This design comes from an exercise in tuning for small area, a short achievable clock period and few clock cycles per item on the open sky130 flow, not from production work.
The RTL was checked by simulation tests, not by an equivalence proof against the original design.
Power figures rest on the tool's default switching activity, not on a simulated workload.

== before ==
// tcmp_codec
module tcmp_codec (
    input  wire        clk,
    input  wire        rst,
    input  wire        rx_valid,
    input  wire [7:0]  rx_byte,
    output wire        rx_ready,
    output wire        ud_valid,
    output wire [7:0]  ud_byte,
    output wire        ev_valid,
    output wire [1:0]  ev_kind,
    output wire [15:0] ev_family,
    output wire [7:0]  ev_code,
    output wire [15:0] ev_paylen,
    input  wire        msg_valid,
    output wire        msg_ready,
    input  wire [15:0] msg_family,
    input  wire [7:0]  msg_code,
    input  wire [15:0] msg_paylen,
    input  wire        pl_valid,
    output wire        pl_ready,
    input  wire [7:0]  pl_byte,
    output wire        tx_valid,
    input  wire        tx_ready,
    output wire [7:0]  tx_byte
);
    tcmp_rx u_rx (
        .clk(clk), .rst(rst),
        .in_valid(rx_valid), .in_byte(rx_byte), .in_ready(rx_ready),
        .ud_valid(ud_valid), .ud_byte(ud_byte),
        .ev_valid(ev_valid), .ev_kind(ev_kind), .ev_family(ev_family),
        .ev_code(ev_code), .ev_paylen(ev_paylen)
    );
    tcmp_tx u_tx (
        .clk(clk), .rst(rst),
        .msg_valid(msg_valid), .msg_ready(msg_ready),
        .msg_family(msg_family), .msg_code(msg_code), .msg_paylen(msg_paylen),
        .pl_valid(pl_valid), .pl_ready(pl_ready), .pl_byte(pl_byte),
        .out_valid(tx_valid), .out_ready(tx_ready), .out_byte(tx_byte)
    );
endmodule
export LEC_CHECK = 0
export CAP_MARGIN = 20
export CORE_MARGIN = 2
export CORE_UTILIZATION = 40
export PLACE_DENSITY = 0.6
export SLEW_MARGIN = 20
create_clock -name core_clock -period 4.5 [get_ports {clk}]
run.sh (not shown) runs the stock make flow with config.mk's settings and CLKGATE_MAP_FILE= SYNTH_SCRIPT=/design/flow/synth_recipe.tcl, a recipe that flattens the netlist after the stock synthesis.
Testbench counts of before, summed over its fixed seeds: cycles 50,953, items 50,921.
Edits applied to the flow inputs when going from before to after:
# before
export LEC_CHECK = 0
export CAP_MARGIN = 20
export CORE_MARGIN = 2
export CORE_UTILIZATION = 40
export PLACE_DENSITY = 0.6
export SLEW_MARGIN = 20
create_clock -name core_clock -period 4.5 [get_ports {clk}]
# after
export LEC_CHECK = 0
export ABC_CLOCK_PERIOD_IN_PS = 2000
export CAP_MARGIN = 20
export CORE_MARGIN = 2
export CORE_UTILIZATION = 55
export PLACE_DENSITY = 0.7
export SETUP_SLACK_MARGIN = 2.4
export SLEW_MARGIN = 20
create_clock -name core_clock -period 4.5 [get_ports {clk}]
- Run comparison: before commonest non-fill, non-tap cell in the layout clkdlybuf4s50_1; after commonest non-fill, non-tap cell in the layout buf_4
- [after] first-pass GRT wire length rose about 13% relative to before
- From before to after, sequential area share after synthesis did not move at all.
- [diff] total wire length after detailed routing, after relative to before: regression
- before tops out at a lower clock frequency than after.
- Maximum fanout along the worst path for after: 2 up relative to before

* * *

tcmp_codec, a different RTL version from the one above (not shown whole).
Size in the first run: ~950 cells after synthesis, about 160 flip-flops, roughly 130 I/O pins, roughly 0.0095 sq mm of cells after synthesis.
Settings: LEC_CHECK=0, CAP_MARGIN=20, CORE_MARGIN=2, CORE_UTILIZATION=60, PLACE_DENSITY=0.75, SETUP_SLACK_MARGIN=1.8, SLEW_MARGIN=20; clock period 4.5 ns.
standard.sh (not shown) runs the stock make flow with config.mk's settings and CLKGATE_MAP_FILE= SYNTH_SCRIPT=/design/flow/synth_recipe.tcl, a recipe that flattens the netlist after the stock synthesis.
==> flow/flow/run.sh <==
#!/bin/bash
# Standard layout, with plain buffers (not delay cells) on the ports.
export BUFFER_PORTS_ARGS="-buffer_cell sky130_fd_sc_hd__buf_2"
bash standard.sh > standard.log 2>&1
Testbench counts at the start, summed over its fixed seeds: cycles 50,961, items 50,921.
Edit:
==> flow/run.sh (new file) <==
#!/bin/bash
# synth_recipe.tcl (not shown) runs the flow's synth.tcl, then flattens the netlist and writes it again
# the make line also repeats each setting of config.mk as NAME=value (left out here)
make -C /OpenROAD-flow-scripts/flow DESIGN_CONFIG=/design/flow/config.mk WORK_HOME=/design/flow/orfs CLKGATE_MAP_FILE= SYNTH_SCRIPT=/design/flow/synth_recipe.tcl finish
--- a/flow/config.mk
+++ b/flow/config.mk
@@ -11,3 +11,2 @@
 export PLACE_DENSITY = 0.75
-export SETUP_SLACK_MARGIN = 1.8
 export SLEW_MARGIN = 20
removed: flow/flow/run.sh
removed: flow/standard.sh
Fmax decreases by about a fifth.
Global-route usage barely changes.
First-iteration DRC count went down by about a fifth.
Worst hold slack loses 0.026 ns.
Clock power stays flat.

* * *

Another version of the RTL of tcmp_codec (not shown whole).
Size: roughly 930 cells after synthesis, about 130 I/O pins.
Settings: LEC_CHECK=0, CAP_MARGIN=20, CORE_MARGIN=2, CORE_UTILIZATION=70, CTS_BUF_LIST=sky130_fd_sc_hd__clkbuf_4 sky130_fd_sc_hd__clkbuf_8, PLACE_DENSITY=0.85, SETUP_SLACK_MARGIN=2.0, SLEW_MARGIN=20; clock period 4.5 ns.
==> flow/flow/run.sh <==
#!/bin/bash
# Standard layout, with plain buffers (not delay cells) on the ports.
export BUFFER_PORTS_ARGS="-buffer_cell sky130_fd_sc_hd__buf_2"
bash standard.sh > standard.log 2>&1
The first run finished with timing, DRC and antenna clean.
Testbench counts at the start, summed over its fixed seeds: cycles 50,961, items 50,921.
Next try:
- SETUP_SLACK_MARGIN: 2.0 -> 2.5
After rerunning: This time the run failed in 5_1_grt on GRT-0232. Synthesized area stays the same. Synthesized cell count stays the same.
Next try:
==> flow/flow/run.sh (replaced) <==
#!/bin/bash
# Standard layout, with plain buffers (not delay cells) on the ports.
export BUFFER_PORTS_ARGS="-buffer_cell sky130_fd_sc_hd__buf_1"
bash standard.sh > standard.log 2>&1
- SETUP_SLACK_MARGIN: 2.5 -> 2.15
Result: The new run went through all stages and came out clean; synthesized cell count is unchanged; area after synthesis is unchanged.

* * *

tcmp_codec again, from the RTL that the note above started with.
Settings: LEC_CHECK=0, CAP_MARGIN=20, CORE_MARGIN=2, CORE_UTILIZATION=70, CTS_BUF_LIST=sky130_fd_sc_hd__clkbuf_4 sky130_fd_sc_hd__clkbuf_8, GPL_TIMING_DRIVEN=1, PLACE_DENSITY=0.85, SETUP_SLACK_MARGIN=2.1, SLEW_MARGIN=20; clock period 4.5 ns.
==> flow/flow/run.sh <==
#!/bin/bash
# Standard layout, with plain buffers (not delay cells) on the ports.
export BUFFER_PORTS_ARGS="-buffer_cell sky130_fd_sc_hd__buf_1"
bash standard.sh > standard.log 2>&1
The starting point ran to the end with no violations.
Testbench counts at the start, summed over its fixed seeds: cycles 50,961, items 50,921.
Next try:
- CORE_UTILIZATION: 70 -> 65
- GPL_TIMING_DRIVEN: 1 -> default
- PLACE_DENSITY: 0.85 -> 0.8
Result: Flip-flop and latch count is unchanged; critical path depth grows by 5; worst setup slack improves by 0.048 ns; power shrinks by a few percent; cell area shrinks slightly; non-clock buffer count shrinks by 9; wire length shrinks by a few percent; global-route usage shrinks by 3.2 points; core utilization shrinks by 7.1 points; synthesized cell count does not change; sequential power hardly moves.

## afterwards: timing with drivers on the ports
The results above use ideal ports. As a check the final layouts listed here were re-extracted and re-timed, cells and wires unchanged. Step 1 (the two cells are an assumption about what drives the block):
set clk [get_ports {clk}]
set_driving_cell -lib_cell sky130_fd_sc_hd__clkbuf_16 $clk
set_driving_cell -lib_cell sky130_fd_sc_hd__buf_2 [delete_from_list [all_inputs] $clk]
Step 2 also shifts input and output timing later by t, the mid clock arrival at the registers, as if the neighbouring blocks saw the same clock. Slacks: ideal ports / drivers / drivers and shift; pairs: ideal ports / drivers.
run | shift t [ns] | slack for setup (ns) | clock arrival spread, ns
before | 0.474 | 0.487 / 0.515 / 0.041 | 0.016 / 0.016
after | 0.469 | 1.388 / 1.398 / 0.929 | 0.012 / 0.011
the first run of note 2 | 0.462 | 1.743 / 1.743 / 1.470 | 0.010 / 0.011
the second run of note 2 | 0.463 | 1.180 / 1.154 / 1.131 | 0.015 / 0.015
the first run of note 3 | 0.523 | 2.029 / 2.029 / 1.750 | 0.021 / 0.022
the third run of note 3 | 0.499 | 2.091 / 2.091 / 1.809 | 0.014 / 0.014
the first run of note 4 | 0.495 | 2.077 / 2.077 / 1.806 | 0.017 / 0.017
the second run of note 4 | 0.509 | 2.126 / 2.126 / 1.708 | 0.018 / 0.018
After both steps setup and hold are still met in every run listed. For after, which loses most, drivers alone change the setup slack by +0.010 ns; drivers and shift together by -0.459 ns.
